This design comes from an exercise in tuning for small area, a short achievable clock period and few clock cycles on the open sky130 flow, not from production work.
In this exercise RTL edits were held to simulation tests only and were not proved equivalent to the original.

### design/flow/config.mk
export PLATFORM = sky130hd
export DESIGN_NAME = vm_core
export DESIGN_NICKNAME = vm_core
export VERILOG_FILES = /design/flow/design.v
export SDC_FILE = /design/flow/constraint.sdc
export NUM_CORES = 8
export LEC_CHECK = 0
export CAP_MARGIN = 20
export CORE_MARGIN = 2
export CORE_UTILIZATION = 30
export PLACE_DENSITY = 0.45
export SLEW_MARGIN = 20
### design/flow/design.v
module vm_muldiv (
    input  wire        clk,
    input  wire        rst,
    input  wire        start,
    input  wire [1:0]  op,
    input  wire [63:0] a,
    input  wire [63:0] b,
    output wire        done,
    output wire [63:0] result
);
    localparam [1:0] S_IDLE = 2'd0, S_PREP = 2'd1, S_ITER = 2'd2, S_FIN = 2'd3;
    reg  [1:0]  state;
    reg         is_mul, is_div;        
    reg         neg;                   
    reg  [63:0] R;                     
    reg  [63:0] D;                     
    reg  [63:0] Q;                     
    reg  [6:0]  cnt;                   
    function [6:0] lzc64;
        input [63:0] v;
        integer i;
        begin
            lzc64 = 7'd64;
            for (i = 0; i < 64; i = i + 1)
                if (v[i]) lzc64 = 7'd63 - i[6:0];
        end
    endfunction
    wire [63:0] abs_a = a[63] ? (64'd0 - a) : a;
    wire [63:0] abs_b = b[63] ? (64'd0 - b) : b;
    wire [6:0]  lza = lzc64(R);
    wire [6:0]  lzb = lzc64(D);
    wire [6:0]  sdiff = lzb - lza;      
    wire        fin = (state == S_FIN);
    wire [63:0] vres = (is_div) ? Q : R;
    wire [63:0] x1 = fin ? 64'd0 : R;
    wire [63:0] y1 = fin ? (neg ? ~vres : vres)
                         : (is_mul ? (Q[0] ? D : 64'd0) : ~D);
    wire        c1 = fin ? neg : !is_mul;
    wire [64:0] t1 = {1'b0, x1} + {1'b0, y1} + {64'd0, c1};
    wire        q1 = t1[64];
    wire [63:0] r1 = (is_mul || q1) ? t1[63:0] : R;
    wire [63:0] y2 = is_mul ? (Q[1] ? {D[62:0], 1'b0} : 64'd0) : ~{1'b0, D[63:1]};
    wire [64:0] t2 = {1'b0, r1} + {1'b0, y2} + {64'd0, !is_mul};
    wire        q2 = t2[64];
    wire [63:0] r2 = (is_mul || q2) ? t2[63:0] : r1;
    assign done   = fin;
    assign result = t1[63:0];
    always @(posedge clk) begin
        if (rst) begin
            state <= S_IDLE;
        end else begin
            case (state)
                S_IDLE: if (start) begin
                    is_mul <= (op == 2'd0);
                    is_div <= (op == 2'd1);
                    neg    <= (op == 2'd2) ? a[63] : (a[63] ^ b[63]);
                    R      <= abs_a;
                    D      <= abs_b;
                    state  <= S_PREP;
                end
                S_PREP: begin
                    if (is_mul) begin
                        if (lza >= lzb) begin
                            Q <= R;
                        end else begin
                            Q <= D;
                            D <= R;
                        end
                        R <= 64'd0;
                        state <= ((lza == 7'd64) || (lzb == 7'd64)) ? S_FIN : S_ITER;
                    end else begin
                        Q <= 64'd0;
                        if (lza > lzb) begin
                            state <= S_FIN;
                        end else begin
                            D   <= D << sdiff[5:0];
                            cnt <= sdiff + 7'd1;
                            state <= S_ITER;
                        end
                    end
                end
                S_ITER: begin
                    if (is_mul) begin
                        R <= r2;
                        D <= {D[61:0], 2'b00};
                        Q <= {2'b00, Q[63:2]};
                        if (Q[63:2] == 62'd0) state <= S_FIN;
                    end else if (cnt == 7'd1) begin
                        R <= r1;
                        Q <= {Q[62:0], q1};
                        state <= S_FIN;
                    end else begin
                        R <= r2;
                        Q <= {Q[61:0], q1, q2};
                        D <= {2'b00, D[63:2]};
                        cnt <= cnt - 7'd2;
                        if (cnt == 7'd2) state <= S_FIN;
                    end
                end
                default: state <= S_IDLE;    
            endcase
        end
    end
endmodule
module vm_fpu (
    input  wire        clk,
    input  wire        rst,
    input  wire        start,
    input  wire        op,
    input  wire [63:0] a,
    input  wire [63:0] b,
    output wire        done,
    output wire [63:0] result
);
    localparam [63:0] QNAN = 64'h7FF8000000000000;
    localparam [2:0] S_IDLE = 3'd0, S_ADD1 = 3'd1, S_ADD2 = 3'd2,
                     S_DSET = 3'd3, S_DIT = 3'd4, S_DFIN = 3'd5;
    function [63:0] round_pack;
        input        sign;
        input [13:0] exp;      
        input [55:0] sig;
        reg   [13:0] sh;
        reg   [55:0] s;
        reg          sticky;
        reg   [53:0] m;
        reg          up;
        reg   [62:0] bits;
        begin
            if (!exp[13] && exp >= 14'd2047) begin
                round_pack = {sign, 11'h7FF, 52'd0};
            end else begin
                if (exp[13] || exp == 14'd0) begin
                    sh = 14'd1 - exp;
                    if (sh > 14'd57) begin
                        s = 56'd0;
                        sticky = |sig;
                    end else begin
                        s = sig >> sh[5:0];
                        sticky = |(sig & ~({56{1'b1}} << sh[5:0]));
                    end
                    bits = 63'd0;
                end else begin
                    s = sig;
                    sticky = 1'b0;
                    bits = {exp[10:0] - 11'd1, 52'd0};
                end
                m  = {1'b0, s[55:3]};
                up = s[2] & (s[1] | s[0] | sticky | m[0]);
                m  = m + {53'd0, up};
                bits = bits + {9'd0, m};
                round_pack = {sign, bits};
            end
        end
    endfunction
    function [5:0] lzc64;
        input [63:0] v;
        reg   [63:0] x;
        begin
            x = v;
            lzc64 = 6'd0;
            if (x[63:32] == 32'd0) begin lzc64[5] = 1'b1; x = x << 32; end
            if (x[63:48] == 16'd0) begin lzc64[4] = 1'b1; x = x << 16; end
            if (x[63:56] == 8'd0)  begin lzc64[3] = 1'b1; x = x << 8;  end
            if (x[63:60] == 4'd0)  begin lzc64[2] = 1'b1; x = x << 4;  end
            if (x[63:62] == 2'd0)  begin lzc64[1] = 1'b1; x = x << 2;  end
            if (x[63] == 1'b0)     lzc64[0] = 1'b1;
        end
    endfunction
    reg  [2:0]  state;
    reg  [63:0] A, B;           
    reg  [53:0] D;              
    reg  [55:0] Q, QM;          
    reg  [13:0] E;              
    reg         sg;             
    reg         spec;           
    reg  [3:0]  cnt;
    wire        sx = A[63], sy = B[63];
    wire [10:0] ex = A[62:52], ey = B[62:52];
    wire        x_nan  = (ex == 11'h7FF) && (A[51:0] != 52'd0);
    wire        y_nan  = (ey == 11'h7FF) && (B[51:0] != 52'd0);
    wire        x_inf  = (ex == 11'h7FF) && (A[51:0] == 52'd0);
    wire        y_inf  = (ey == 11'h7FF) && (B[51:0] == 52'd0);
    wire        x_zero = (A[62:0] == 63'd0);
    wire        y_zero = (B[62:0] == 63'd0);
    reg  [63:0] add_spec;
    reg         add_is_spec;
    always @(*) begin
        add_is_spec = 1'b1;
        add_spec    = 64'd0;
        if (x_nan || y_nan || (x_inf && y_inf && (sx != sy))) add_spec = QNAN;
        else if (x_inf)              add_spec = A;
        else if (y_inf)              add_spec = B;
        else if (x_zero && y_zero)   add_spec = {sx & sy, 63'd0};
        else if (x_zero)             add_spec = B;
        else if (y_zero)             add_spec = A;
        else                         add_is_spec = 1'b0;
    end
    wire        x_ge  = (A[62:0] >= B[62:0]);
    wire [62:0] mag_big = x_ge ? A[62:0] : B[62:0];
    wire [62:0] mag_sml = x_ge ? B[62:0] : A[62:0];
    wire        sbig  = x_ge ? sx : sy;
    wire        ssml  = x_ge ? sy : sx;
    wire [10:0] eb = (mag_big[62:52] == 11'd0) ? 11'd1 : mag_big[62:52];
    wire [10:0] es = (mag_sml[62:52] == 11'd0) ? 11'd1 : mag_sml[62:52];
    wire [55:0] mb = {(mag_big[62:52] != 11'd0), mag_big[51:0], 3'b000};
    wire [55:0] ms = {(mag_sml[62:52] != 11'd0), mag_sml[51:0], 3'b000};
    wire [11:0] dexp = {1'b0, eb} - {1'b0, es};
    wire        d_big = (dexp > 12'd55);
    wire [55:0] ms_shr = ms >> dexp[5:0];
    wire        st_al = d_big ? (|ms) : (|(ms & ~({56{1'b1}} << dexp[5:0])));
    wire [55:0] ms_sh = {(d_big ? 55'd0 : ms_shr[55:1]), (d_big ? 1'b0 : ms_shr[0]) | st_al};
    wire [56:0] asum = (sbig == ssml) ? ({1'b0, mb} + {1'b0, ms_sh})
                                      : ({1'b0, mb} - {1'b0, ms_sh});
    wire [56:0] nsum  = A[56:0];
    wire [5:0]  nlz   = lzc64({nsum[55:0], 8'hFF});
    wire [55:0] nsig  = nsum[56] ? {nsum[56:2], nsum[1] | nsum[0]} : (nsum[55:0] << nlz);
    wire [13:0] nexp  = nsum[56] ? (E + 14'd1) : (E - {8'd0, nlz});
    wire        da_nan  = x_nan, db_nan = y_nan, da_inf = x_inf, db_inf = y_inf;
    wire        da_zero = x_zero;
    wire        d_sign  = sx ^ sy;
    reg  [63:0] div_spec;
    reg         div_is_spec;
    always @(*) begin
        div_is_spec = 1'b1;
        div_spec    = 64'd0;
        if (da_nan || db_nan || (da_inf && db_inf)) div_spec = QNAN;
        else if (da_inf)                           div_spec = {d_sign, 11'h7FF, 52'd0};
        else if (db_inf || da_zero)                div_spec = {d_sign, 63'd0};
        else                                       div_is_spec = 1'b0;
    end
    wire        a_sub = (ex == 11'd0);
    wire        b_sub = (ey == 11'd0);
    wire [52:0] nm_in  = a_sub ? {1'b0, A[51:0]} : {1'b0, B[51:0]};
    wire [5:0]  nm_lz  = lzc64({nm_in, 11'h7FF});
    wire [52:0] nm_out = nm_in << nm_lz;
    function [57+57+56+56-1:0] srt_step;
        input [56:0] s;
        input [56:0] c;
        input [55:0] q;
        input [55:0] qm;
        input [53:0] d;
        reg   [3:0]  y;
        reg   [56:0] s2, c2, yv;
        reg   [56:0] ns, nc;
        reg          qp, qn;
        begin
            y  = s[55:52] + c[55:52];
            qp = !y[3];                      
            qn = y[3] && (y != 4'b1111);     
            s2 = {s[55:0], 1'b0};
            c2 = {c[55:0], 1'b0};
            yv = qp ? ~{3'b000, d} : (qn ? {3'b000, d} : 57'd0);
            ns = s2 ^ c2 ^ yv;
            nc = (((s2 & c2) | (s2 & yv) | (c2 & yv)) << 1) | {56'd0, qp};
            srt_step = {ns, nc,
                        qn ? {qm[54:0], 1'b1} : {q[54:0], qp},
                        qp ? {q[54:0], 1'b0}  : {qm[54:0], !qn}};
        end
    endfunction
    wire [225:0] st1 = srt_step(A[56:0], B[56:0], Q, QM, D);
    wire [225:0] st2 = srt_step(st1[225:169], st1[168:112], st1[111:56], st1[55:0], D);
    wire [225:0] st3 = srt_step(st2[225:169], st2[168:112], st2[111:56], st2[55:0], D);
    wire [225:0] st4 = srt_step(st3[225:169], st3[168:112], st3[111:56], st3[55:0], D);
    wire [56:0] W     = A[56:0] + B[56:0];
    wire        wneg  = W[56];
    wire        wzero = (W == 57'd0);
    wire [56:0] Dx    = {3'b000, D};
    wire        wdzero = ((W ^ Dx) == {(W[55:0] | Dx[55:0]), 1'b0});    
    wire        dsticky = wneg ? !wdzero : !wzero;
    wire [55:0] Qf    = wneg ? QM : Q;
    wire [55:0] dsig  = Qf[55] ? {Qf[55:1], Qf[0] | dsticky} : {Qf[54:0], dsticky};
    wire [13:0] dexpv = Qf[55] ? E : (E - 14'd1);
    wire        rp_add = (state == S_ADD2);
    wire [63:0] rp = round_pack(sg, rp_add ? nexp : dexpv, rp_add ? nsig : dsig);
    wire        add_zero = (nsum == 57'd0);
    assign done = (state == S_ADD2) || (state == S_DFIN) ||
                  ((state == S_DSET) && div_is_spec);
    assign result = (state == S_DSET) ? div_spec :
                    (rp_add && spec) ? A :
                    (rp_add && add_zero) ? 64'd0 : rp;
    always @(posedge clk) begin
        if (rst) begin
            state <= S_IDLE;
        end else begin
            case (state)
                S_IDLE: if (start) begin
                    A <= a;
                    B <= b;
                    E <= 14'd0;
                    state <= op ? S_DSET : S_ADD1;
                end
                S_ADD1: begin
                    spec  <= add_is_spec;
                    A     <= add_is_spec ? add_spec : {7'd0, asum};
                    E     <= {3'd0, eb};
                    sg    <= sbig;
                    state <= S_ADD2;
                end
                S_DSET: begin
                    if (div_is_spec) begin
                        state <= S_IDLE;
                    end else if (a_sub || b_sub) begin
                        if (a_sub) begin
                            A[62:52] <= 11'd1;
                            A[51:0]  <= nm_out[51:0];
                            E <= E - {8'd0, nm_lz};
                        end else begin
                            B[62:52] <= 11'd1;
                            B[51:0]  <= nm_out[51:0];
                            E <= E + {8'd0, nm_lz};
                        end
                    end else begin
                        A  <= {11'd0, 1'b1, A[51:0]};    
                        B  <= 64'd0;
                        D  <= {1'b1, B[51:0], 1'b0};
                        Q  <= 56'd0;
                        QM <= {56{1'b1}};
                        E  <= E + {3'd0, ex} - {3'd0, ey} + 14'd1023;
                        sg <= d_sign;
                        cnt <= 4'd14;
                        state <= S_DIT;
                    end
                end
                S_DIT: begin
                    A[56:0] <= st4[225:169];
                    B[56:0] <= st4[168:112];
                    Q  <= st4[111:56];
                    QM <= st4[55:0];
                    cnt <= cnt - 4'd1;
                    if (cnt == 4'd1) state <= S_DFIN;
                end
                default: state <= S_IDLE;    
            endcase
        end
    end
endmodule
module vm_core (
    input  wire        clk,
    input  wire        rst,
    input  wire [15:0] code_len,
    input  wire [16:0] pool_len,
    output wire [15:0] imem_addr,
    input  wire [63:0] imem_data,
    output wire [15:0] cp_index,
    input  wire [1:0]  cp_kind,
    input  wire [63:0] cp_value,
    input  wire [15:0] cp_window,
    input  wire [15:0] cp_nret,
    output reg         emit_valid,
    output reg         emit_ret,
    output reg  [1:0]  emit_tag,
    output reg  [63:0] emit_data,
    output reg         halted,
    output reg  [2:0]  res_kind,
    output reg  [15:0] res_ip,
    output reg  [2:0]  res_depth
);
    localparam RF_SIZE = 16;
    localparam [1:0] T_INV = 2'd0, T_INT = 2'd1, T_FLT = 2'd2;
    localparam [1:0] K_JMP = 2'd2;
    localparam [2:0] R_NORMAL = 3'd0, F_LOAD = 3'd1, F_INDEX = 3'd2,
                     F_TYPE = 3'd3, F_ARITH = 3'd4, F_STACK = 3'd5,
                     F_DECODE = 3'd6;
    localparam [2:0] P_CHECK = 3'd0, P_RUN = 3'd1, P_MD = 3'd2, P_FP = 3'd3,
                     P_CALL = 3'd4, P_COPY = 3'd5, P_RETOUT = 3'd6,
                     P_HALT = 3'd7;
    reg [2:0]  phase;
    reg [15:0] cl;                  
    reg [16:0] pl;                  
    reg [15:0] pc;                  
    reg [15:0] ip;                  
    reg [63:0] ir;
    reg        ir_v;
    reg        ir_last;             
    reg        ir_end;              
    reg [15:0] cpi;                 
    reg        jchk;                
    reg        jok;                 
    reg [1:0]  rf_tag  [0:RF_SIZE-1];
    reg [63:0] rf_data [0:RF_SIZE-1];
    reg [1:0]  dep;                 
    reg [4:0]  fbase, fsize, fnret, fretdst;
    reg [15:0] fcbase;
    reg [15:0] s_ip     [0:2];
    reg [4:0]  s_base   [1:2];
    reg [4:0]  s_size   [1:2];
    reg [4:0]  s_nret   [1:2];
    reg [4:0]  s_retdst [1:2];
    reg [15:0] s_cbase  [1:2];
    reg [1:0]  k_kind;
    reg        k_hi0;               
    reg [15:0] k_ent;
    reg [4:0]  k_win;               
    reg [4:0]  k_nret;              
    reg [3:0]  csrc, cdst;
    reg [4:0]  cleft;
    wire [7:0]  op  = ir[7:0];
    wire [55:0] arg = ir[63:8];
    wire [23:0] ba  = ir[31:8];
    wire [31:0] bb  = ir[63:32];
    wire [15:0] ca  = ir[23:8];
    wire [15:0] cb  = ir[39:24];
    wire [15:0] cc  = ir[55:40];
    function legal_op;
        input [7:0] o;
        begin
            case (o)
                8'h00, 8'h01, 8'h02,
                8'h10, 8'h11, 8'h12, 8'h13, 8'h14, 8'h15,
                8'h20, 8'h21, 8'h30, 8'h31,
                8'h40, 8'h41, 8'h42, 8'h44, 8'h45, 8'h46,
                8'h48, 8'h49, 8'h4A, 8'h4C, 8'h4D, 8'h4E,
                8'h50, 8'h51: legal_op = 1'b1;
                default:      legal_op = 1'b0;
            endcase
        end
    endfunction
    wire is_jump = (op[7:4] == 4'h4) && (op[1:0] != 2'b11);
    wire j_rel   = op[3];
    wire j_const = op[2];
    wire j_cond  = (op[1:0] != 2'b00);
    wire cidx_hi = (op == 8'h50) ? 1'b0 :
                   (is_jump && !j_cond) ? (arg[55:16] != 40'd0) :
                                          (bb[31:16] != 16'd0);
    wire cidx_bad = cidx_hi || ({1'b0, cpi} >= pl);
    reg chk_cidx;
    always @(*) begin
        case (op)
            8'h02, 8'h45, 8'h46, 8'h4D, 8'h4E: chk_cidx = 1'b1;
            8'h44, 8'h4C, 8'h50:               chk_cidx = 1'b1;
            default:                           chk_cidx = 1'b0;
        endcase
    end
    wire [63:0] fw = imem_data;
    wire [15:0] fcidx = (fw[7:0] == 8'h50) ? fw[55:40] :
                        ((fw[7:4] == 4'h4) && (fw[1:0] == 2'b00)) ? fw[23:8] :
                                                                     fw[47:32];
    assign cp_index  = cpi;
    assign imem_addr = pc;
    wire bad_a   = (ca[15:5] != 11'd0) || (ca[4:0] >= fsize);
    wire bad_b   = (cb[15:5] != 11'd0) || (cb[4:0] >= fsize);
    wire bad_c   = (cc[15:5] != 11'd0) || (cc[4:0] >= fsize);
    wire bad_ba  = (ba[23:5] != 19'd0) || (ba[4:0] >= fsize);
    wire bad_arg = (arg[55:5] != 51'd0) || (arg[4:0] >= fsize);
    wire [3:0] slot_a = fbase[3:0] + ir[11:8];
    wire [3:0] slot_b = fbase[3:0] + ir[27:24];
    wire [3:0] slot_c = fbase[3:0] + ir[43:40];
    wire use_a = (op == 8'h01) || (is_jump && j_cond);
    wire [3:0] pP = (phase == P_COPY || phase == P_RETOUT) ? csrc :
                    (use_a ? slot_a : slot_b);
    wire [1:0]  tP = rf_tag[pP];
    wire [63:0] vP = rf_data[pP];
    wire [1:0]  tQ = rf_tag[slot_c];
    wire [63:0] vQ = rf_data[slot_c];
    reg  [16:0] j_lo;
    reg         j_hi_ok;
    always @(*) begin
        if (j_const) begin
            j_lo    = cp_value[16:0];
            j_hi_ok = (cp_value[63:16] == 48'd0) || (cp_value[63:16] == {48{1'b1}});
        end else if (!j_cond) begin
            if (j_rel) begin
                j_lo    = arg[16:0];
                j_hi_ok = (arg[55:16] == 40'd0) || (arg[55:16] == {40{1'b1}});
            end else begin
                j_lo    = {1'b0, arg[15:0]};
                j_hi_ok = (arg[55:16] == 40'd0);
            end
        end else begin
            if (j_rel) begin
                j_lo    = bb[16:0];
                j_hi_ok = (bb[31:16] == 16'd0) || (bb[31:16] == 16'hFFFF);
            end else begin
                j_lo    = {1'b0, bb[15:0]};
                j_hi_ok = (bb[31:16] == 16'd0);
            end
        end
    end
    wire [15:0] j_base   = j_rel ? pc : fcbase;            
    wire [17:0] j_target = {2'b00, j_base} + {j_lo[16], j_lo};
    wire        j_guard  = (vP != 64'd0);
    wire        j_taken  = !j_cond || (op[0] ? j_guard : !j_guard);
    wire [16:0] run_end   = {1'b0, cb} + {1'b0, ca};
    wire        run_bad   = (ca != 16'd0) && (run_end > {12'd0, fsize});
    wire [4:0]  call_nb   = fbase + fsize;
    wire [5:0]  call_top  = {1'b0, call_nb} + {1'b0, k_win};
    wire [4:0]  c_base    = (dep == 2'd1) ? 5'd0 : s_base[dep == 2'd3 ? 2 : 1];
    wire [4:0]  c_size    = (dep == 2'd1) ? 5'd8 : s_size[dep == 2'd3 ? 2 : 1];
    wire [16:0] rdst_end  = {12'd0, fretdst} + {1'b0, ca};
    wire [4:0]  sat_cb    = (cb > 16'd17) ? 5'd17 : cb[4:0];
    wire [63:0] add_res = vP + vQ;
    wire [63:0] sub_res = vP - vQ;
    wire [63:0] neg_res = 64'd0 - vP;
    wire        lt_res  = ($signed(vP) < $signed(vQ));
    wire fb_nan = (vP[62:52] == 11'h7FF) && (vP[51:0] != 52'd0);
    wire fc_nan = (vQ[62:52] == 11'h7FF) && (vQ[51:0] != 52'd0);
    wire f_bothzero = (vP[62:0] == 63'd0) && (vQ[62:0] == 63'd0);
    reg  flt_res;
    always @(*) begin
        if (fb_nan || fc_nan || f_bothzero)
            flt_res = 1'b0;
        else if (vP[63] != vQ[63])
            flt_res = vP[63];
        else if (!vP[63])
            flt_res = (vP[62:0] < vQ[62:0]);
        else
            flt_res = (vP[62:0] > vQ[62:0]);
    end
    wire        run_x = (phase == P_RUN) && ir_v && !ir_end;
    wire        md_go = run_x && (op == 8'h12 || op == 8'h13 || op == 8'h14);
    wire        fp_go = run_x && (op == 8'h20 || op == 8'h21);
    wire        md_done, fp_done;
    wire [63:0] md_result, fp_result;
    vm_muldiv u_muldiv (
        .clk(clk), .rst(rst), .start(md_go),
        .op(op == 8'h12 ? 2'd0 : (op == 8'h13 ? 2'd1 : 2'd2)),
        .a(vP), .b(vQ), .done(md_done), .result(md_result)
    );
    vm_fpu u_fpu (
        .clk(clk), .rst(rst), .start(fp_go), .op(op[0]),
        .a(vP), .b(vQ), .done(fp_done), .result(fp_result)
    );
    reg [2:0] x_fault;
    always @(*) begin
        x_fault = 3'd0;
        if (!legal_op(op)) begin
            x_fault = F_DECODE;
        end else begin
            case (op)
                8'h00: ;
                8'h01: begin
                    if (bad_arg) x_fault = F_INDEX;
                    else if (tP != T_INT && tP != T_FLT) x_fault = F_TYPE;
                end
                8'h02: begin
                    if (bad_ba) x_fault = F_INDEX;
                    else if (cidx_bad) x_fault = F_INDEX;
                    else if (cp_kind[1]) x_fault = F_TYPE;
                end
                8'h10, 8'h11, 8'h12, 8'h13, 8'h14, 8'h30: begin
                    if (bad_a || bad_b || bad_c) x_fault = F_INDEX;
                    else if (tP != T_INT || tQ != T_INT) x_fault = F_TYPE;
                    else if ((op == 8'h13 || op == 8'h14) && vQ == 64'd0) x_fault = F_ARITH;
                end
                8'h15: begin
                    if (bad_a || bad_b) x_fault = F_INDEX;
                    else if (tP != T_INT) x_fault = F_TYPE;
                end
                8'h20, 8'h21, 8'h31: begin
                    if (bad_a || bad_b || bad_c) x_fault = F_INDEX;
                    else if (tP != T_FLT || tQ != T_FLT) x_fault = F_TYPE;
                    else if (op == 8'h21 && vQ[62:0] == 63'd0) x_fault = F_ARITH;
                end
                8'h50: ;    
                8'h51: begin
                    if (run_bad) x_fault = F_INDEX;
                    else if (dep != 2'd0) begin
                        if ({11'd0, fnret} != ca) x_fault = F_INDEX;
                        else if (ca != 16'd0 && rdst_end > {12'd0, c_size}) x_fault = F_INDEX;
                    end
                end
                default: begin  
                    if (j_cond && bad_ba) x_fault = F_INDEX;
                    else if (j_const && cidx_bad) x_fault = F_INDEX;
                    else if (j_cond && tP != T_INT) x_fault = F_TYPE;
                    else if (j_const && cp_kind != K_JMP) x_fault = F_TYPE;
                end
            endcase
        end
    end
    reg [2:0] k_fault;
    always @(*) begin
        k_fault = 3'd0;
        if (run_bad) k_fault = F_INDEX;
        else if (cidx_bad) k_fault = F_INDEX;
        else if (k_kind != K_JMP) k_fault = F_TYPE;
        else if (!k_hi0 || k_ent >= cl) k_fault = F_INDEX;
        else if (ca > {11'd0, k_win}) k_fault = F_INDEX;
        else if (dep == 2'd3) k_fault = F_STACK;
        else if (call_top > 6'd16) k_fault = F_STACK;
    end
    reg        w_en;
    reg [3:0]  w_slot;
    reg [1:0]  w_tag;
    reg [63:0] w_data;
    always @(*) begin
        w_en   = 1'b0;
        w_slot = slot_a;
        w_tag  = T_INT;
        w_data = add_res;
        case (phase)
            P_RUN: begin
                w_en = run_x && (op == 8'h02 || op == 8'h10 || op == 8'h11 ||
                                 op == 8'h15 || op == 8'h30 || op == 8'h31);
                case (op)
                    8'h02: begin w_tag = cp_kind[0] ? T_FLT : T_INT; w_data = cp_value; end
                    8'h11: w_data = sub_res;
                    8'h15: w_data = neg_res;
                    8'h30: w_data = {63'd0, lt_res};
                    8'h31: w_data = {63'd0, flt_res};
                    default: ;
                endcase
            end
            P_MD: begin
                w_en = md_done; w_data = md_result;
            end
            P_FP: begin
                w_en = fp_done; w_tag = T_FLT; w_data = fp_result;
            end
            P_COPY: begin
                w_en = 1'b1; w_slot = cdst; w_tag = tP; w_data = vP;
            end
            default: ;
        endcase
    end
    reg [RF_SIZE-1:0] clr;
    integer k;
    always @(*) begin
        for (k = 0; k < RF_SIZE; k = k + 1)
            clr[k] = (phase == P_CALL) &&
                     ({1'b0, k[4:0]} >= {1'b0, call_nb}) &&
                     ({1'b0, k[4:0]} < call_top);
    end
    always @(posedge clk) begin
        for (k = 0; k < RF_SIZE; k = k + 1) begin
            if (rst)
                rf_tag[k] <= T_INV;
            else if (w_en && w_slot == k[3:0])
                rf_tag[k] <= w_tag;
            else if (clr[k])
                rf_tag[k] <= T_INV;
            if (w_en && w_slot == k[3:0])
                rf_data[k] <= w_data;
        end
    end
    reg consume;
    always @(*) begin
        consume = 1'b0;
        case (phase)
            P_CHECK: consume = 1'b1;
            P_RUN:   consume = run_x && (op != 8'h50) && (op != 8'h51) && !md_go && !fp_go &&
                               !(is_jump && j_taken);
            P_MD:    consume = md_done;
            P_FP:    consume = fp_done;
            default: consume = 1'b0;
        endcase
    end
    wire fetch = !ir_v || consume;
    wire [15:0] pc_inc = pc + 16'd1;
    task halt_with;
        input [2:0]  kind;
        input [15:0] at;
        input [2:0]  d;
        begin
            phase     <= P_HALT;
            halted    <= 1'b1;
            res_kind  <= kind;
            res_ip    <= at;
            res_depth <= d;
        end
    endtask
    always @(posedge clk) begin
        cl <= code_len;
        pl <= pool_len;
        emit_valid <= 1'b0;
        emit_ret   <= 1'b0;
        if (rst) begin
            phase   <= P_CHECK;
            pc      <= 16'd0;
            ip      <= 16'd0;
            ir_v    <= 1'b0;
            jchk    <= 1'b0;
            halted  <= 1'b0;
            res_kind  <= R_NORMAL;
            res_ip    <= 16'd0;
            res_depth <= 3'd0;
            dep     <= 2'd0;
            fbase   <= 5'd0;
            fsize   <= 5'd8;
            fcbase  <= 16'd0;
        end else begin
            if (phase != P_HALT && fetch) begin
                ir      <= imem_data;
                ir_v    <= 1'b1;
                ip      <= pc;
                cpi     <= fcidx;
                ir_last <= (pc_inc == cl);
                ir_end  <= (pc >= cl);
                pc      <= (phase == P_CHECK && pc_inc == cl) ? 16'd0 : pc_inc;
            end
            if (fetch) jchk <= 1'b0;
            case (phase)
                P_CHECK: begin
                    if (cl == 16'd0) begin
                        halt_with(F_LOAD, 16'd0, 3'd0);
                    end else if (ir_v) begin
                        if (!legal_op(op) || (chk_cidx && cidx_bad))
                            halt_with(F_LOAD, ip, 3'd0);
                        else if (ir_last)
                            phase <= P_RUN;
                    end
                end
                P_RUN: begin
                    if (!ir_v) begin
                        if (jchk && (!jok || pc >= cl))
                            halt_with(F_INDEX, ip, {1'b0, dep} + 3'd1);
                    end else if (ir_end) begin
                        halt_with(R_NORMAL, ip, {1'b0, dep} + 3'd1);
                    end else if (x_fault != 3'd0) begin
                        halt_with(x_fault, ip, {1'b0, dep} + 3'd1);
                    end else begin
                        case (op)
                            8'h01: begin
                                emit_valid <= 1'b1;
                                emit_tag   <= tP;
                                emit_data  <= vP;
                            end
                            8'h12, 8'h13, 8'h14: phase <= P_MD;
                            8'h20, 8'h21:        phase <= P_FP;
                            8'h50: begin
                                k_kind <= cp_kind;
                                k_hi0  <= (cp_value[63:16] == 48'd0);
                                k_ent  <= cp_value[15:0];
                                k_win  <= (cp_window > 16'd17) ? 5'd17 : cp_window[4:0];
                                k_nret <= (cp_nret > 16'd17) ? 5'd17 : cp_nret[4:0];
                                phase  <= P_CALL;
                            end
                            8'h51: begin
                                csrc  <= fbase[3:0] + cb[3:0];
                                cleft <= ca[4:0];
                                if (dep == 2'd0) begin
                                    if (ca == 16'd0)
                                        halt_with(R_NORMAL, ip, 3'd1);
                                    else
                                        phase <= P_RETOUT;
                                end else begin
                                    cdst  <= c_base[3:0] + fretdst[3:0];
                                    dep   <= dep - 2'd1;
                                    pc    <= s_ip[dep - 2'd1];
                                    ir_v  <= 1'b0;
                                    if (dep == 2'd1) begin
                                        fbase  <= 5'd0;
                                        fsize  <= 5'd8;
                                        fcbase <= 16'd0;
                                    end else begin
                                        fbase   <= s_base[dep - 2'd1];
                                        fsize   <= s_size[dep - 2'd1];
                                        fcbase  <= s_cbase[dep - 2'd1];
                                        fnret   <= s_nret[dep - 2'd1];
                                        fretdst <= s_retdst[dep - 2'd1];
                                    end
                                    if (ca != 16'd0) phase <= P_COPY;
                                end
                            end
                            default: begin
                                if (is_jump && j_taken) begin
                                    pc   <= j_target[15:0];
                                    jok  <= j_hi_ok && (j_target[17:16] == 2'b00);
                                    jchk <= 1'b1;
                                    ir_v <= 1'b0;
                                end
                            end
                        endcase
                    end
                end
                P_MD: if (md_done) phase <= P_RUN;
                P_FP: if (fp_done) phase <= P_RUN;
                P_CALL: begin
                    if (k_fault != 3'd0) begin
                        halt_with(k_fault, ip, {1'b0, dep} + 3'd1);
                    end else begin
                        s_ip[dep] <= pc;
                        if (dep != 2'd0) begin
                            s_base[dep]   <= fbase;
                            s_size[dep]   <= fsize;
                            s_cbase[dep]  <= fcbase;
                            s_nret[dep]   <= fnret;
                            s_retdst[dep] <= fretdst;
                        end
                        dep     <= dep + 2'd1;
                        fbase   <= call_nb;
                        fsize   <= k_win;
                        fcbase  <= k_ent;
                        fnret   <= k_nret;
                        fretdst <= sat_cb;
                        pc      <= k_ent;
                        ir_v    <= 1'b0;
                        csrc    <= fbase[3:0] + cb[3:0];
                        cdst    <= call_nb[3:0];
                        cleft   <= ca[4:0];
                        phase   <= (ca != 16'd0) ? P_COPY : P_RUN;
                    end
                end
                P_COPY: begin
                    csrc  <= csrc + 4'd1;
                    cdst  <= cdst + 4'd1;
                    cleft <= cleft - 5'd1;
                    if (cleft == 5'd1) phase <= P_RUN;
                end
                P_RETOUT: begin
                    emit_valid <= 1'b1;
                    emit_ret   <= 1'b1;
                    emit_tag   <= tP;
                    emit_data  <= vP;
                    csrc  <= csrc + 4'd1;
                    cleft <= cleft - 5'd1;
                    if (cleft == 5'd1)
                        halt_with(R_NORMAL, ip, 3'd1);
                end
                default: ;  
            endcase
        end
    end
endmodule
### design/flow/standard.sh
#!/bin/bash
# synth_recipe.tcl (not shown) runs the flow's synth.tcl, then flattens the netlist and writes it again
# the make line also repeats each setting of config.mk as NAME=value (left out here)
make -C /OpenROAD-flow-scripts/flow DESIGN_CONFIG=/design/flow/config.mk WORK_HOME=/design/flow/orfs CLKGATE_MAP_FILE= SYNTH_SCRIPT=/design/flow/synth_recipe.tcl "${@:-finish}"
### design/flow/constraint.sdc
create_clock -name core_clock -period 28.0 [get_ports {clk}]
set_input_delay 5.6000 -clock core_clock [delete_from_list [all_inputs] [get_ports {clk}]]
set_output_delay 5.6000 -clock core_clock [all_outputs]
set_load 0.01 [all_outputs]
### design/flow/flow/run.sh
#!/bin/bash
set -euo pipefail
bash standard.sh synth > synth.log 2>&1
bash standard.sh SETUP_SLACK_MARGIN=14 finish > layout.log 2>&1
==> impl_metrics.csv, run 1 <==
group,metric,value,unit
place,dp_hpwl,808,mm
layout,nets,21000,
worst_setup_path,crit_fanout,34,
die,initial_utilization,30.1,%
die,dieHeight,763,µm
route,routed_wl,1120,mm
logic_synthesis,synth_nets,21000,
worst_setup_path,critPathKind,"reg -> reg",
place,portBuffers,319,
timing,timing.final.crit_share,49.5,%
worst_setup_path,crit_path_end_kind,"register",
die,core_area,0.573,mm²
layout,nFillCells,59300,
worst_setup_path,cpMaxStageDelayCell,"xnor2_1",
clocking,cts_buffers,267,
route,ant_nets,0,
timing,rsz0062_at_grt,"no",
clocking,root_buffer,"clkbuf_16",
run,maxCapViolCount,0,
die,die_w,763,µm
min_path,hp-class,"reg -> reg",
logic_synthesis,synth_cell_type_count,122,
layout,post-route-util,34.6,%
route,vias,182000,
logic_synthesis,seq_area_frac_synth,34.2,%
worst_setup_path,worstSetupStartpointType,"register",
logic_synthesis,yosysWarnings,5,
clocking,hold_buffers,0,
layout,syn2layout_area_growth,14.9,%
timing,clock_skew,0.124,ns
timing,finalSetupViolCount,0,
worst_setup_path,crit_top_cell,"buf_4",
clocking,cts.sinks,2020,
grt,grt_max_degree,95,
route,drt_iter0_drc,29300,
clocking,path_clk_slew,0.06,ns
logic_synthesis,yosysMostFrequentCell,"nand2_1",
die,pin_count,320,
grt,grtUsageTotal,36.8,%
logic_synthesis,synth-main-ff-cell,"edfxtp_1",
logic_synthesis,synth.avg_cell_area,8.73,µm²
logic_synthesis,synth_top_area_share,32.3,%
die,die_area,0.582,mm²
run_status,outcome,"no timing/DRC/antenna violations",
grt,grt_pass1_wl,1490,mm
timing,setup_tns,0,ns
worst_setup_path,worstPathArrival,14.44,ns
logic_synthesis,synth_edf_count,1859,
logic_synthesis,synth-seq-cells,2020,
route,drc_errors,0,
worst_setup_path,worstPathRequired,28.57,ns
logic_synthesis,syn_area,0.173,mm²
route,first_pass_iters,9,
clocking,htreeDepth,5,
worst_setup_path,cp_slowest_stage_delay,0.78,ns
route,detail_route.vias_per_cell,6.57,
logic_synthesis,yosysTopAreaCell,"edfxtp_1",
clocking,insertion_delay,1.06,ns
timing,max-slew-margin-rel,8.88,%
timing,worst_pin_slew,1.36,ns
timing,max_freq,72.1,MHz
place,place_congestion,1.04,
grt,grt_pass1_vias,168000,
clocking,clk_path_buf_depth,4,
grt,antenna_found_initial,180,
layout,layout-drive-gt1-share,10.7,%
route,wl_per_cell,40.7,µm
logic_synthesis,syn_inst,19800,
clocking,cts_tree,"built",
timing,min_period,13.87,ns
grt,grt-ovfl-total,0,
logic_synthesis,synth_commonest_cells,"nand2_1, edfxtp_1, a21oi_1",
logic_synthesis,async_flop_share,0,%
timing,report.final.slew_viol_count,0,
timing,final_hold_viol_count,0,
die,num_rows,278,
logic_synthesis,synth_top_cells_by_area,"edfxtp_1, ha_1, a21oi_1",
==> layout by cell type (no fill, tap or decap), drive strengths merged, types with 123 or more instances in the layout <==
cell / synthesis / final
nand2: 1967 / 1967
edfxtp: 1859 / 1859
a21oi: 1757 / 1757
nor2: 1597 / 1599
o21ai: 1243 / 1243
inv: 993 / 1008
buf: 284 / 872
mux2i: 826 / 826
ha: 782 / 782
nand3: 727 / 727
xnor2: 546 / 546
a22oi: 534 / 534
nor3: 398 / 398
clkbuf: 1199 / 337
clkdlybuf4s50: 0 / 318
a211oi: 303 / 303
a221oi: 292 / 292
xor2: 284 / 284
fa: 247 / 247
a21o: 245 / 245
o22ai: 241 / 241
nand4: 231 / 231
a31oi: 203 / 203
o211ai: 198 / 198
nor4: 197 / 197
mux2: 163 / 163
dfxtp: 161 / 161
nor2b: 155 / 155
nand2b: 141 / 141
mux4: 134 / 134
and3: 134 / 134
a22o: 126 / 126
o21bai: 124 / 124
diode: 0 / 123
==> kinds of logic after synthesis <==
| family | after synthesis | synth area share (%) |
|---|---|---|
| AND/OR/NAND/NOR | 5969 | 15.9 |
| XOR/XNOR | 830 | 4.21 |
| flip-flops | 2020 | 34.2 |
| adder cells (fa/ha/maj) | 1030 | 8.54 |
| AO/OA/AOI/OAI | 6309 | 24.0 |
| buffers and inverters | 2484 | 5.50 |
| multiplexers | 1123 | 7.63 |
==> path summary, 6_finish.rpt <==
check / start / endpoint / slack [ns] / depth (start not counted)
worst max-delay path: u_fpu.A[27]$_DFFE_PP_ / rf_data[3][43]$_DFFE_PP_ / 14.13 / 40
worst min-delay path: res_ip[7]$_SDFFE_PP0P_ / res_ip[7]$_SDFFE_PP0P_ / 0.45 / 2
worst max register to register: u_fpu.A[27]$_DFFE_PP_ / rf_data[3][43]$_DFFE_PP_ / 14.13 / 40
worst min register to register: res_ip[7]$_SDFFE_PP0P_ / res_ip[7]$_SDFFE_PP0P_ / 0.45 / 2
==> stage by stage <==
stage	hold WS, ns	setup slack (ns)	std cells	instance area (µm²)
floorplan	0.437	14.16	19800	173000
CTS	0.453	13.98	27500	197000
global placement	0.435	11.43	27000	188000
finish	0.447	14.13	27600	198000
detailed placement	0.445	11.64	27000	188000
global route	0.475	13.91	27500	198000
==> registers in the layout, summed over array words and instances (netlist names), 56 cells and up, named ones only <==
register and cells:
ir 64, rf_data 1024, u_fpu.B 64, u_fpu.QM 56
emit_data 64, u_fpu.A 64, u_muldiv.D 64, u_muldiv.R 64
u_fpu.Q 56, u_muldiv.Q 64
==> layout make-up <==
| class | count | area, µm² | area share, % |
|---|---|---|---|
| sequential | 2020 | 59100 | 29.8 |
| tap | 7560 | 9460 | 4.77 |
| clock inverter | 143 | 1570 | 0.789 |
| multi-input combinational | 15300 | 107000 | 53.8 |
| timing repair buffer | 1198 | 10300 | 5.22 |
| inverter | 1001 | 3830 | 1.93 |
| antenna | 123 | 308 | 0.155 |
| clock buffer | 332 | 7060 | 3.56 |
==> worst max-delay path, delay by kind of cell (launching register included) <==
family / cells / cell delay, ns
and+or+nand+nor: 18 / 5.63
buffers and inverters: 13 / 3.44
AOI/OAI and AO/OA: 6 / 2.18
adders and majority gates: 2 / 0.94
xor gates and xnor gates: 1 / 0.78
DFF: 1 / 0.32
==> metal layers <==
layer | global-route usage (%) | vias up | wire length, µm | part of all wire (%)
met1 | 45.7 | 90300 | 424000 | 38
met3 | 10.9 | 3605 | 129000 | 12
met5 | 0 | - | 684 | 0.061
met4 | 28.9 | 68 | 105000 | 9.4
met2 | 53.3 | 13400 | 465000 | 41
li1 | - | 74300 | - | -
==> what timing repair did <==
| action | CTS | global route |
|---|---|---|
| endpoints found under the setup margin | 1007 | 1136 |
| resized for setup | 96 | 115 |
| cloned | 5 | 4 |
| buffers inserted | 31 | 21 |
| pin swaps | 22 | 28 |
Testbench counts, summed over its fixed seeds: cycles 86,219.
==> run 2, diff against run 1 <==
==> design/flow/run.sh (new file) <==
#!/bin/bash
# synth_recipe.tcl (not shown) runs the flow's synth.tcl, then flattens the netlist and writes it again
# the make line also repeats each setting of config.mk as NAME=value (left out here)
make -C /OpenROAD-flow-scripts/flow DESIGN_CONFIG=/design/flow/config.mk WORK_HOME=/design/flow/orfs CLKGATE_MAP_FILE= SYNTH_SCRIPT=/design/flow/synth_recipe.tcl finish
removed: design/flow/flow/run.sh
removed: design/flow/standard.sh
==> run 2 against run 1 <==
Via count fell by 1.0%. Cell count shrank 0.22%. Highest routed layer unchanged.
==> impl_metrics.csv, run 2 <==
group,metric,value,unit
timing,setup_tns,0,ns
layout,stdcell_area,0.197,mm²
clocking,cts_buffers,268,
die,num_rows,278,
worst_setup_path,cpMaxStageDelayCell,"and2_2",
route,routed_wl,1110,mm
logic_synthesis,synth_nets,21000,
timing,max_freq,52.1,MHz
run_status,outcome,"no timing/DRC/antenna violations",
route,wl_per_cell,40.3,µm
route,vias,180000,
worst_setup_path,crit_buf_inv,4,
grt,grt_pass1_vias,166000,
logic_synthesis,synth-main-ff-cell,"edfxtp_1",
timing,report.final.slew_viol_count,0,
timing,clock_skew,0.126,ns
layout,nets,20900,
min_path,hp-class,"reg -> reg",
clocking,clk_path_buf_depth,4,
logic_synthesis,synth_commonest_cells,"nand2_1, edfxtp_1, a21oi_1",
logic_synthesis,synth-seq-cells,2020,
route,ant_nets,0,
logic_synthesis,seq_area_frac_synth,34.2,%
worst_setup_path,crit_path_end_kind,"register",
die,pin_count,320,
layout,syn2layout_area_growth,14.1,%
clocking,cts.sinks,2020,
place,place_congestion,1.04,
logic_synthesis,syn_inst,19800,
grt,grt_pass1_wl,1480,mm
place,dp_hpwl,808,mm
layout,layout-drive-gt1-share,10.0,%
timing,timing.final.crit_share,68.5,%
timing,min_period,19.18,ns
logic_synthesis,syn_area,0.173,mm²
worst_setup_path,worstSetupStartpointType,"register",
layout,final_common_cell,"nand2_1",
logic_synthesis,synth_top_cells_by_area,"edfxtp_1, ha_1, a21oi_1",
die,die_w,763,µm
place,portBuffers,319,
timing,finalSetupViolCount,0,
worst_setup_path,worstPathArrival,19.85,ns
logic_synthesis,synth_cell_type_count,122,
timing,final_hold_viol_count,0,
logic_synthesis,yosysTopAreaCell,"edfxtp_1",
clocking,insertion_delay,1.03,ns
worst_setup_path,crit_fanout,59,
worst_setup_path,crit_top_cell,"a21oi_1",
clocking,root_buffer,"clkbuf_16",
layout,layout_common_cells,"nand2_1, edfxtp_1, a21oi_1",
worst_setup_path,worstPathRequired,28.67,ns
logic_synthesis,yosysMostFrequentCell,"nand2_1",
worst_setup_path,critPathTopFamily,"compound AO/OA/AOI/OAI gates",
grt,antenna_found_initial,164,
timing,rsz0062_at_grt,"no",
route,drt_iter0_drc,28700,
logic_synthesis,synth_top_area_share,32.3,%
worst_setup_path,cp_slowest_stage_delay,0.86,ns
timing,worst_pin_slew,1.37,ns
logic_synthesis,async_flop_share,0,%
route,detail_route.vias_per_cell,6.52,
clocking,cts_tree,"built",
logic_synthesis,synth_edf_count,1859,
clocking,cts_setup_buffers,0,
worst_setup_path,critPathKind,"reg -> reg",
die,initial_utilization,30.1,%
die,core_area,0.573,mm²
logic_synthesis,synth.avg_cell_area,8.73,µm²
layout,largest_reg_flops,1024,
die,dieHeight,763,µm
run,maxCapViolCount,0,
grt,grt_max_degree,144,
clocking,htreeDepth,5,
layout,nFillCells,59500,
timing,max-slew-margin-rel,7.93,%
layout,regMostFlops,"rf_data",
logic_synthesis,yosysWarnings,5,
route,drc_errors,0,
place,dpl_cell_area,0.188,mm²
die,die_area,0.582,mm²
clocking,cts_resized,0,
clocking,path_clk_slew,0.06,ns
grt,grtUsageTotal,36.5,%
grt,grt-ovfl-total,0,
clocking,hold_buffers,0,
route,first_pass_iters,9,
==> run 2: path summary, 6_finish.rpt <==
check             depth (start not counted)                       from                        to  slack (ns)
setup / recovery                         58  u_muldiv.is_mul$_DFFE_PP_  u_muldiv.R[47]$_DFFE_PP_        8.82
hold / removal                            2    res_ip[14]$_SDFFE_PP0P_   res_ip[14]$_SDFFE_PP0P_        0.45
setup reg to reg                         58  u_muldiv.is_mul$_DFFE_PP_  u_muldiv.R[47]$_DFFE_PP_        8.82
hold reg to reg                           2    res_ip[14]$_SDFFE_PP0P_   res_ip[14]$_SDFFE_PP0P_        0.45
==> run 2: final cells by class <==
type                       count  area (µm²)  area share (%)
antenna                      102         255           0.130
clock buffer                 321        7120            3.61
clock inverter               161        1730           0.878
inverter                    1001        3800            1.93
multi-input combinational  15300      106000            53.8
sequential                  2020       59100            30.0
tap                         7560        9460            4.80
timing repair buffer        1152        9580            4.86
==> run 2: stage by stage <==
step                worst slack (ns)  cells  util, %  hold slack (ns)
floorplan                      13.97  19800        -            0.437
global placement                9.29  27000     32.7            0.440
finish                          8.82  27600     34.4            0.452
CTS                             9.43  27500     34.3            0.456
detailed placement              9.52  27000     32.8            0.446
global route                    8.01  27500     34.3            0.474
==> run 2: tightest hold or removal path: stages, from the launching register on <==
cell and delay [ns]:
dfxtp_1 0.31, nand2_1 0.05, a21oi_1 0.05
==> run 2: layer usage <==
metal,global-route usage (%),vias to the layer above,wire length (µm)
met3,9.68,3008,125000
met1,46.5,89800,426000
met5,0,-,235
met2,53.0,12700,462000
met4,26.8,36,97300
li1,-,74200,-
==> run 2: cell families (layout without fill, tap and decap cells) <==
family,count (synthesis),count (layout),synth area share [%]
DFF,2020,2020,34.2
AOI/OAI and AO/OA,6309,6309,24.0
and+or+nand+nor,5969,5969,15.9
buffers and inverters,2484,2635,5.50
other,0,102,0
adders and majority gates,1030,1030,8.54
xor gates and xnor gates,830,830,4.21
muxes,1123,1123,7.63

## re-timing with driven ports
How much do the figures lean on ideal ports? The routed layouts below were timed once more, with nothing changed but the port constraints.
Step 1 (the two cells are an assumption about what drives the block):
set clk [get_ports {clk}]
set_driving_cell -lib_cell sky130_fd_sc_hd__clkbuf_16 $clk
set_driving_cell -lib_cell sky130_fd_sc_hd__buf_2 [delete_from_list [all_inputs] $clk]
Step 2 moves the port delays by t, midway between the first and last clock arrival at a register: inputs arrive t later, outputs are due t later. That takes back most of the time a late clock gives input paths.
Three values: ideal, step 1, step 2; two values: the first two.
run	shift t [ns]	slack for setup (ns)	worst setup path at the end	worst slew at a driven data input, ns	cell pins on the clock port's net
run 1	1.136	14.134 / 14.134 / 14.134	register to register	0.23	1
run 2	1.109	8.818 / 8.818 / 8.818	register to register	0.22	1
After both steps every run listed still meets setup and hold.
